This is an optimization exercise on Yosys and OpenROAD, whose aim is small area, not a production implementation.
Where RTL was checked, it was by simulation tests only, not by an equivalence proof against the original.
Power figures rest on the tool's default switching activity, not on a simulated workload.

==> try-quartz <==
## mfv
module mfv (
    input             clk,
    input             rst,
    input             bus_valid,
    input             bus_write,
    input      [1:0]  bus_size,      
    input      [6:0]  bus_addr,      
    input      [31:0] bus_wdata,
    output reg        resp_valid,
    output reg        resp_err,
    output reg [31:0] resp_rdata,
    output            tx_valid,
    output     [7:0]  tx_data,
    input             tx_ready,
    input             rx_valid,
    input      [7:0]  rx_data,
    output            rx_ready,
    input             rx_timeout
);
clock: 20.0 ns
lec_check: 0
cap_margin: 20
core_margin: 2
core_utilization: 40
cts_cluster_diameter: 120
cts_cluster_size: 24
slew_margin: 20
synth_hierarchical: 1
run.sh (not shown) runs the stock make flow with config.mk's settings and CLKGATE_MAP_FILE= SYNTH_SCRIPT=/design/flow/synth_recipe.tcl, a recipe that flattens the netlist after the stock synthesis.
==> try-zinc (differences from try-quartz) <==
==> flow/flow/run.sh (new file) <==
#!/bin/bash
set -euo pipefail
export BUFFER_PORTS_ARGS="-buffer_cell sky130_fd_sc_hd__buf_1"
export CTS_ARGS="-sink_clustering_enable -repair_clock_nets -dont_use_dummy_load -sink_clustering_size 24 -sink_clustering_max_diameter 120"
bash standard.sh finish > flow_make.log 2>&1
==> flow/standard.sh (new file) <==
#!/bin/bash
# synth_recipe.tcl (not shown) runs the flow's synth.tcl, then flattens the netlist and writes it again
# the make line also repeats each setting of config.mk as NAME=value (left out here)
make -C /OpenROAD-flow-scripts/flow DESIGN_CONFIG=/design/flow/config.mk WORK_HOME=/design/flow/orfs CLKGATE_MAP_FILE= SYNTH_SCRIPT=/design/flow/synth_recipe.tcl "${@:-finish}"
removed: flow/run.sh
==> qor summary <==
quantity	try-quartz	try-zinc
Status	complete, no violations	complete, no violations
Fill cell count	6,294	6,277
Start point of the worst hold path	eng_raw[40]	eng_raw[24]
Worst hold margin	0.4812 ns	0.4803 ns
Met1 Usage GRT	0.4899	0.4806
Placement-stage cell area	29,890 µm²	29,260 µm²
Data required time at the worst endpoint	20.54 ns	20.51 ns
Internal cell power	1.542 mW	1.536 mW
DR vias/cell	6.966	6.977
Global-route total usage across every layer	0.3468	0.3424
Top routing layer in use	met4	met5
Clk Latency, worst-skew pair	0.67 ns	0.65 ns
Measured slew at the worst slew-check pin	1.227 ns	1.210 ns
Buffers excl. clock	164	155
Fraction of power consumed by sequential logic	0.611	0.616
Switching pwr	0.4962 mW	0.4859 mW
Setup slack, reg-to-reg	9.42 ns	9.40 ns
Inserted Clock Buffers	30	31
Proportion of cell area spent on the clock network	0.02643	0.02581
Relative contribution of combinational cells to total power	0.047	0.044


==> inputs of 11-23 <==
mfv, a different RTL version from the one above (not shown whole).
## mfv
module mfv (
    input             clk,
    input             rst,
    input             bus_valid,
    input             bus_write,
    input      [1:0]  bus_size,      
    input      [6:0]  bus_addr,      
    input      [31:0] bus_wdata,
    output reg        resp_valid,
    output reg        resp_err,
    output reg [31:0] resp_rdata,
    output            tx_valid,
    output     [7:0]  tx_data,
    input             tx_ready,
    input             rx_valid,
    input      [7:0]  rx_data,
    output            rx_ready,
    input             rx_timeout
);
export LEC_CHECK = 0
export CAP_MARGIN = 20
export CORE_MARGIN = 2
export CORE_UTILIZATION = 40
export CTS_CLUSTER_DIAMETER = 120
export CTS_CLUSTER_SIZE = 24
export SLEW_MARGIN = 20
export SYNTH_HIERARCHICAL = 1
create_clock -name core_clock -period 20.0 [get_ports {clk}]
standard.sh (not shown) runs the stock make flow with config.mk's settings and CLKGATE_MAP_FILE= SYNTH_SCRIPT=/design/flow/synth_recipe.tcl, a recipe that flattens the netlist after the stock synthesis.
==> flow/flow/run.sh <==
#!/bin/bash
set -euo pipefail
export BUFFER_PORTS_ARGS="-buffer_cell sky130_fd_sc_hd__buf_1"
export CTS_ARGS="-sink_clustering_enable -repair_clock_nets -dont_use_dummy_load -sink_clustering_size 24 -sink_clustering_max_diameter 120"
bash standard.sh finish > flow_make.log 2>&1
==> 03-13 (differences from 11-23) <==
--- a/flow/design.v
+++ b/flow/design.v
@@ -44,21 +44,20 @@
     reg [15:0]  crc_r;
     reg [31:0]  bcd_raw;         
     reg [15:0]  crc_rx, crc_calc;
     reg [55:0]  cur_raw;         
     reg         cur_sent;        
     reg [127:0] eng_raw;         
     reg         eng_sent;        
-    reg [4:0]   rxcount;
+    reg [4:0]   rxcount, draincnt;
     reg [2:0]   txidx;
     reg [183:0] rxbuf;           
     reg [39:0]  txbuf;           
     reg         txfull;          
     reg [15:0]  rcrc;            
-    wire [4:0]  draincnt = rcrc[4:0];
     wire [15:0] rcrc_nx = crc_step(rcrc, rx_data);
     wire [15:0] hcrc_nx = crc_step(crc_r, data_r[7:0]);
     reg  [15:0] tcrc;
     integer ti;
     always @(*) begin
         tcrc = 16'hFFFF;
         for (ti = 0; ti < 5; ti = ti + 1)
@@ -112,20 +111,20 @@
     mfv_bcd4 u_bcd (.d(cv_in), .v(cv_out));
     mfv_rdmux u_rdmux (.s_st(s_st), .s_ad(s_ad), .s_da(s_da), .s_crc(s_crc), .s_cv(s_cv), .s_crx(s_crx),
         .s_ccl(s_ccl), .s_cnt(s_cnt), .s_rb0(s_rb0), .s_rb1(s_rb1), .s_rb2(s_rb2), .s_rb3(s_rb3),
         .s_rb4(s_rb4), .s_rb5(s_rb5), .s_tx0(s_tx0), .s_tx1(s_tx1), .k_lo(k_lo), .k_hi(k_hi), .s_id(s_id),
         .status({1'b0, cause, 1'b0, bniberr, kind, fniberr & (mode != M_RECV), tmo, crc_ok, done,
                  mode == M_DRAIN, mode == M_RECV, mode == M_TX, mode != M_IDLE}),
         .addr_r(addr_r), .data_r(data_r), .crc_r(crc_r), .cv_out(cv_out), .crc_rx(crc_rx), .crc_calc(crc_calc),
-        .counts({txidx, 3'd0, draincnt & {5{mode == M_DRAIN}}, 3'd0, rxcount}),
+        .counts({txidx, 3'd0, draincnt, 3'd0, rxcount}),
         .rxbuf(rxbuf), .txfr({tcrc, txbuf}), .rd(rd_mux));
     reg [1:0]   n_mode, n_kind;
     reg         n_done, n_crc_ok, n_tmo, n_fniberr, n_bniberr;
     reg [2:0]   n_cause;
-    reg [4:0]   n_rxcount;
+    reg [4:0]   n_rxcount, n_draincnt;
     reg [2:0]   n_txidx;
     reg [15:0]  n_rcrc;
     reg         sent_set;        
     reg         good;            
     reg         fin;             
     reg         rx_st;           
     reg [1:0]   m4;              
@@ -136,15 +135,15 @@
     wire        in_crc  = is_eng ? (rxcount < 5'd21) : (rxcount < 5'd12);
     wire        in_fld  = (rxcount >= 5'd5) && in_crc;
     wire        match   = (rcrc == rxf);
     always @(*) begin
         n_mode = mode;       n_kind = kind;
         n_done = done;       n_crc_ok = crc_ok;   n_tmo = tmo;
         n_fniberr = fniberr; n_bniberr = bniberr; n_cause = cause;
-        n_rxcount = rxcount; n_txidx = txidx;
+        n_rxcount = rxcount; n_draincnt = draincnt; n_txidx = txidx;
         n_rcrc = rcrc;
         m4 = mode; sent_set = 1'b0; good = 1'b0; fin = 1'b0; rx_st = 1'b0;
         if (mode == M_TX && tx_ready) begin
             n_txidx = txidx + 3'd1;
             if (txidx == 3'd6) begin
                 n_mode = M_IDLE;
                 n_done = 1'b1;
@@ -164,34 +163,35 @@
                     n_crc_ok = 1'b1;
                     n_mode   = M_IDLE;
                     n_done   = 1'b1;
                 end else begin
                     sent_set   = 1'b1;
                     n_crc_ok   = 1'b0;
                     n_fniberr  = 1'b0;
-                    n_rcrc[4:0] = len;
+                    n_draincnt = len;
                     n_mode     = M_DRAIN;
                 end
             end
         end else if (mode == M_DRAIN && rx_valid) begin
-            n_rcrc[4:0] = draincnt - 5'd1;
+            n_draincnt = draincnt - 5'd1;
             if (draincnt == 5'd1) begin
                 n_mode = M_IDLE;
                 n_done = 1'b1;
             end
         end
         if (rx_timeout) begin
             if (n_mode == M_RECV) begin
                 sent_set   = 1'b1;
                 n_crc_ok   = 1'b0;
                 n_fniberr  = 1'b0;
                 n_tmo      = 1'b1;
-                n_rcrc[4:0] = len;
+                n_draincnt = len;
                 n_mode     = M_DRAIN;
             end else if (n_mode == M_DRAIN) begin
+                n_draincnt = 5'd0;
                 n_mode     = M_IDLE;
                 n_done     = 1'b1;
             end
         end
         m4 = n_mode;
         if (cmd_wr) begin
             if (bus_wdata[31:4] != 28'd0)
@@ -211,30 +211,32 @@
                         n_txidx = 3'd0;
                         n_done  = 1'b0;
                         n_mode  = M_TX;
                     end
                     4'h5, 4'h6: begin
                         n_kind     = (op == 4'h5) ? K_CUR : K_ENG;
                         n_rxcount  = 5'd0;
+                        n_draincnt = 5'd0;
                         n_done     = 1'b0;
                         n_crc_ok   = 1'b0;
                         n_tmo      = 1'b0;
                         n_fniberr  = 1'b0;
                         n_rcrc     = 16'hFFFF;
                         n_mode     = M_RECV;
                     end
                     4'h7: begin
                         if (n_mode == M_RECV) begin
                             sent_set   = 1'b1;
                             n_crc_ok   = 1'b0;
                             n_fniberr  = 1'b0;
                             n_tmo      = 1'b1;
-                            n_rcrc[4:0] = len;
+                            n_draincnt = len;
                             n_mode     = M_DRAIN;
                         end else begin
+                            n_draincnt = 5'd0;
                             n_mode     = M_IDLE;
                             n_done     = 1'b1;
                         end
                     end
                     default: ;
                 endcase
             end
@@ -256,20 +258,20 @@
         end
     end
     always @(posedge clk) begin
         if (rst_any) begin
             mode <= M_IDLE;     kind <= K_NONE;
             done <= 1'b0;       crc_ok <= 1'b0;     tmo <= 1'b0;
             fniberr <= 1'b0;    bniberr <= 1'b0;    cause <= 3'd0;
-            rxcount <= 5'd0;    txidx <= 3'd0;
+            rxcount <= 5'd0;    draincnt <= 5'd0;   txidx <= 3'd0;
         end else begin
             mode <= n_mode;     kind <= n_kind;
             done <= n_done;     crc_ok <= n_crc_ok; tmo <= n_tmo;
             fniberr <= n_fniberr; bniberr <= n_bniberr; cause <= n_cause;
-            rxcount <= n_rxcount; txidx <= n_txidx;
+            rxcount <= n_rxcount; draincnt <= n_draincnt; txidx <= n_txidx;
         end
     end
     wire        ld_addr = host_wr && bus_addr[3:2] == 2'b10;
     wire        ld_data = host_wr && bus_addr[3:2] == 2'b11;
     wire        nr      = !rst_any;
     wire        ad_l = ld_addr & nr,  ad_h = !ld_addr & nr;
     wire        da_l = ld_data & nr,  da_h = !ld_data & nr;
==> flow/run.sh (new file) <==
#!/bin/bash
# synth_recipe.tcl (not shown) runs the flow's synth.tcl, then flattens the netlist and writes it again
# the make line also repeats each setting of config.mk as NAME=value (left out here)
make -C /OpenROAD-flow-scripts/flow DESIGN_CONFIG=/design/flow/config.mk WORK_HOME=/design/flow/orfs CLKGATE_MAP_FILE= SYNTH_SCRIPT=/design/flow/synth_recipe.tcl finish
- CTS_CLUSTER_DIAMETER: 120 -> not set
- CTS_CLUSTER_SIZE: 24 -> not set
removed: flow/flow/run.sh
removed: flow/standard.sh
==> 12-17 (differences from 11-23) <==
==> flow/run.sh (new file) <==
#!/bin/bash
# synth_recipe.tcl (not shown) runs the flow's synth.tcl, then flattens the netlist and writes it again
# the make line also repeats each setting of config.mk as NAME=value (left out here)
make -C /OpenROAD-flow-scripts/flow DESIGN_CONFIG=/design/flow/config.mk WORK_HOME=/design/flow/orfs CLKGATE_MAP_FILE= SYNTH_SCRIPT=/design/flow/synth_recipe.tcl finish
removed: flow/flow/run.sh
removed: flow/standard.sh
==> 06-24 (differences from 11-23) <==
--- a/flow/design.v
+++ b/flow/design.v
@@ -44,21 +44,20 @@
     reg [15:0]  crc_r;
     reg [31:0]  bcd_raw;         
     reg [15:0]  crc_rx, crc_calc;
     reg [55:0]  cur_raw;         
     reg         cur_sent;        
     reg [127:0] eng_raw;         
     reg         eng_sent;        
-    reg [4:0]   rxcount;
+    reg [4:0]   rxcount, draincnt;
     reg [2:0]   txidx;
     reg [183:0] rxbuf;           
     reg [39:0]  txbuf;           
     reg         txfull;          
     reg [15:0]  rcrc;            
-    wire [4:0]  draincnt = rcrc[4:0];
     wire [15:0] rcrc_nx = crc_step(rcrc, rx_data);
     wire [15:0] hcrc_nx = crc_step(crc_r, data_r[7:0]);
     reg  [15:0] tcrc;
     integer ti;
     always @(*) begin
         tcrc = 16'hFFFF;
         for (ti = 0; ti < 5; ti = ti + 1)
@@ -112,20 +111,20 @@
     mfv_bcd4 u_bcd (.d(cv_in), .v(cv_out));
     mfv_rdmux u_rdmux (.s_st(s_st), .s_ad(s_ad), .s_da(s_da), .s_crc(s_crc), .s_cv(s_cv), .s_crx(s_crx),
         .s_ccl(s_ccl), .s_cnt(s_cnt), .s_rb0(s_rb0), .s_rb1(s_rb1), .s_rb2(s_rb2), .s_rb3(s_rb3),
         .s_rb4(s_rb4), .s_rb5(s_rb5), .s_tx0(s_tx0), .s_tx1(s_tx1), .k_lo(k_lo), .k_hi(k_hi), .s_id(s_id),
         .status({1'b0, cause, 1'b0, bniberr, kind, fniberr & (mode != M_RECV), tmo, crc_ok, done,
                  mode == M_DRAIN, mode == M_RECV, mode == M_TX, mode != M_IDLE}),
         .addr_r(addr_r), .data_r(data_r), .crc_r(crc_r), .cv_out(cv_out), .crc_rx(crc_rx), .crc_calc(crc_calc),
-        .counts({txidx, 3'd0, draincnt & {5{mode == M_DRAIN}}, 3'd0, rxcount}),
+        .counts({txidx, 3'd0, draincnt, 3'd0, rxcount}),
         .rxbuf(rxbuf), .txfr({tcrc, txbuf}), .rd(rd_mux));
     reg [1:0]   n_mode, n_kind;
     reg         n_done, n_crc_ok, n_tmo, n_fniberr, n_bniberr;
     reg [2:0]   n_cause;
-    reg [4:0]   n_rxcount;
+    reg [4:0]   n_rxcount, n_draincnt;
     reg [2:0]   n_txidx;
     reg [15:0]  n_rcrc;
     reg         sent_set;        
     reg         good;            
     reg         fin;             
     reg         rx_st;           
     reg [1:0]   m4;              
@@ -136,15 +135,15 @@
     wire        in_crc  = is_eng ? (rxcount < 5'd21) : (rxcount < 5'd12);
     wire        in_fld  = (rxcount >= 5'd5) && in_crc;
     wire        match   = (rcrc == rxf);
     always @(*) begin
         n_mode = mode;       n_kind = kind;
         n_done = done;       n_crc_ok = crc_ok;   n_tmo = tmo;
         n_fniberr = fniberr; n_bniberr = bniberr; n_cause = cause;
-        n_rxcount = rxcount; n_txidx = txidx;
+        n_rxcount = rxcount; n_draincnt = draincnt; n_txidx = txidx;
         n_rcrc = rcrc;
         m4 = mode; sent_set = 1'b0; good = 1'b0; fin = 1'b0; rx_st = 1'b0;
         if (mode == M_TX && tx_ready) begin
             n_txidx = txidx + 3'd1;
             if (txidx == 3'd6) begin
                 n_mode = M_IDLE;
                 n_done = 1'b1;
@@ -164,34 +163,35 @@
                     n_crc_ok = 1'b1;
                     n_mode   = M_IDLE;
                     n_done   = 1'b1;
                 end else begin
                     sent_set   = 1'b1;
                     n_crc_ok   = 1'b0;
                     n_fniberr  = 1'b0;
-                    n_rcrc[4:0] = len;
+                    n_draincnt = len;
                     n_mode     = M_DRAIN;
                 end
             end
         end else if (mode == M_DRAIN && rx_valid) begin
-            n_rcrc[4:0] = draincnt - 5'd1;
+            n_draincnt = draincnt - 5'd1;
             if (draincnt == 5'd1) begin
                 n_mode = M_IDLE;
                 n_done = 1'b1;
             end
         end
         if (rx_timeout) begin
             if (n_mode == M_RECV) begin
                 sent_set   = 1'b1;
                 n_crc_ok   = 1'b0;
                 n_fniberr  = 1'b0;
                 n_tmo      = 1'b1;
-                n_rcrc[4:0] = len;
+                n_draincnt = len;
                 n_mode     = M_DRAIN;
             end else if (n_mode == M_DRAIN) begin
+                n_draincnt = 5'd0;
                 n_mode     = M_IDLE;
                 n_done     = 1'b1;
             end
         end
         m4 = n_mode;
         if (cmd_wr) begin
             if (bus_wdata[31:4] != 28'd0)
@@ -211,30 +211,32 @@
                         n_txidx = 3'd0;
                         n_done  = 1'b0;
                         n_mode  = M_TX;
                     end
                     4'h5, 4'h6: begin
                         n_kind     = (op == 4'h5) ? K_CUR : K_ENG;
                         n_rxcount  = 5'd0;
+                        n_draincnt = 5'd0;
                         n_done     = 1'b0;
                         n_crc_ok   = 1'b0;
                         n_tmo      = 1'b0;
                         n_fniberr  = 1'b0;
                         n_rcrc     = 16'hFFFF;
                         n_mode     = M_RECV;
                     end
                     4'h7: begin
                         if (n_mode == M_RECV) begin
                             sent_set   = 1'b1;
                             n_crc_ok   = 1'b0;
                             n_fniberr  = 1'b0;
                             n_tmo      = 1'b1;
-                            n_rcrc[4:0] = len;
+                            n_draincnt = len;
                             n_mode     = M_DRAIN;
                         end else begin
+                            n_draincnt = 5'd0;
                             n_mode     = M_IDLE;
                             n_done     = 1'b1;
                         end
                     end
                     default: ;
                 endcase
             end
@@ -256,20 +258,20 @@
         end
     end
     always @(posedge clk) begin
         if (rst_any) begin
             mode <= M_IDLE;     kind <= K_NONE;
             done <= 1'b0;       crc_ok <= 1'b0;     tmo <= 1'b0;
             fniberr <= 1'b0;    bniberr <= 1'b0;    cause <= 3'd0;
-            rxcount <= 5'd0;    txidx <= 3'd0;
+            rxcount <= 5'd0;    draincnt <= 5'd0;   txidx <= 3'd0;
         end else begin
             mode <= n_mode;     kind <= n_kind;
             done <= n_done;     crc_ok <= n_crc_ok; tmo <= n_tmo;
             fniberr <= n_fniberr; bniberr <= n_bniberr; cause <= n_cause;
-            rxcount <= n_rxcount; txidx <= n_txidx;
+            rxcount <= n_rxcount; draincnt <= n_draincnt; txidx <= n_txidx;
         end
     end
     wire        ld_addr = host_wr && bus_addr[3:2] == 2'b10;
     wire        ld_data = host_wr && bus_addr[3:2] == 2'b11;
     wire        nr      = !rst_any;
     wire        ad_l = ld_addr & nr,  ad_h = !ld_addr & nr;
     wire        da_l = ld_data & nr,  da_h = !ld_data & nr;
==> flow/run.sh (new file) <==
#!/bin/bash
# synth_recipe.tcl (not shown) runs the flow's synth.tcl, then flattens the netlist and writes it again
# the make line also repeats each setting of config.mk as NAME=value (left out here)
make -C /OpenROAD-flow-scripts/flow DESIGN_CONFIG=/design/flow/config.mk WORK_HOME=/design/flow/orfs CLKGATE_MAP_FILE= SYNTH_SCRIPT=/design/flow/synth_recipe.tcl finish
- CTS_BUF_LIST: not set -> sky130_fd_sc_hd__clkbuf_8
- CTS_CLUSTER_DIAMETER: 120 -> not set
- CTS_CLUSTER_SIZE: 24 -> not set
removed: flow/flow/run.sh
removed: flow/standard.sh
==> comparison table <==
Result of the run: 11-23 timing/DRC/antenna clean; 06-24 timing/DRC/antenna clean; 12-17 timing/DRC/antenna clean; 03-13 timing/DRC/antenna clean
Hold wc startpoint: 11-23 cause[2]; 06-24 rxbuf[13]; 12-17 cause[2]; 03-13 rxbuf[5]
Reg area: 11-23 12500 sq um; 06-24 12600 sq um; 12-17 12500 sq um; 03-13 12600 sq um
Number of antenna violations at the first check in global routing: 11-23 2; 06-24 2; 12-17 7; 03-13 5
Global router's overall resource usage: 11-23 0.341; 06-24 0.336; 12-17 0.343; 03-13 0.335
Multi-input combinational cell count: 11-23 1663; 06-24 1673; 12-17 1663; 03-13 1673
Worst slew margin relative to its limit: 11-23 0.175; 06-24 0.227; 12-17 0.149; 03-13 0.209
Inserted Clock Buffers: 11-23 30; 06-24 105; 12-17 30; 03-13 70
Area added between synthesis and finish: 11-23 9.68%; 06-24 17.3%; 12-17 12.4%; 03-13 17.8%
Utilization of the core after routing: 11-23 0.442; 06-24 0.472; 12-17 0.453; 03-13 0.474
Destination of the worst hold path: 11-23 cause[2]; 06-24 rxbuf[13]; 12-17 cause[2]; 03-13 rxbuf[5]
Count of buffers not belonging to the clock network in the layout: 11-23 161; 06-24 160; 12-17 172; 03-13 159
Syn_nets: 11-23 2603; 06-24 2616; 12-17 2603; 03-13 2616
Clock-pin slew of the registers on the worst-case setup and hold paths: 11-23 0.11 ns; 06-24 0.06 ns; 12-17 0.10 ns; 03-13 0.06 ns
Leading power group: 11-23 sequential cells; 06-24 sequential cells; 12-17 sequential cells; 03-13 the clock network
Power dissipated in combinational cells: 11-23 0.229 mW; 06-24 0.0858 mW; 12-17 0.239 mW; 03-13 0.0854 mW
Placed wire-length estimate after detailed placement: 11-23 91900 um; 06-24 88100 um; 12-17 93400 um; 03-13 88100 um
Via-per-instance ratio: 11-23 6.96; 06-24 6.77; 12-17 6.94; 03-13 6.84
Routed length on met2: 11-23 52700 um; 06-24 51500 um; 12-17 53500 um; 03-13 51300 um
Function not checked in 11-23 and 12-17: the RTL went through the layout flow alone.

==> port drivers added, routing unchanged <==
The results above use ideal ports. As a check the final layouts listed here were re-extracted and re-timed, cells and wires unchanged. Step 1 assumes that a clkbuf_16 drives the clock port and a buf_2 every other input. Step 2 adds t to the input delays and takes it off the output delays; t is the mean of the earliest and latest rising clock arrival at the registers after step 1. Input paths then give back, and output paths get back, about the clock's delay inside the block. Three values: ideal, step 1, step 2; two values: the first two.
run	t, ns	setup slack, ns	clock arrival spread, ns
try-quartz	0.710	4.720 / 4.761 / 4.051	0.043 / 0.043
try-zinc	0.686	4.987 / 5.023 / 4.337	0.044 / 0.044
11-23	0.689	5.225 / 5.250 / 4.561	0.074 / 0.074
03-13	0.675	4.986 / 5.012 / 4.337	0.037 / 0.038
12-17	0.683	4.853 / 4.878 / 4.195	0.035 / 0.034
06-24	0.786	5.122 / 5.148 / 4.362	0.054 / 0.054
After both steps every run listed still meets setup and hold. For 06-24, which loses most, drivers alone change the setup slack by +0.026 ns; drivers and shift together by -0.760 ns.
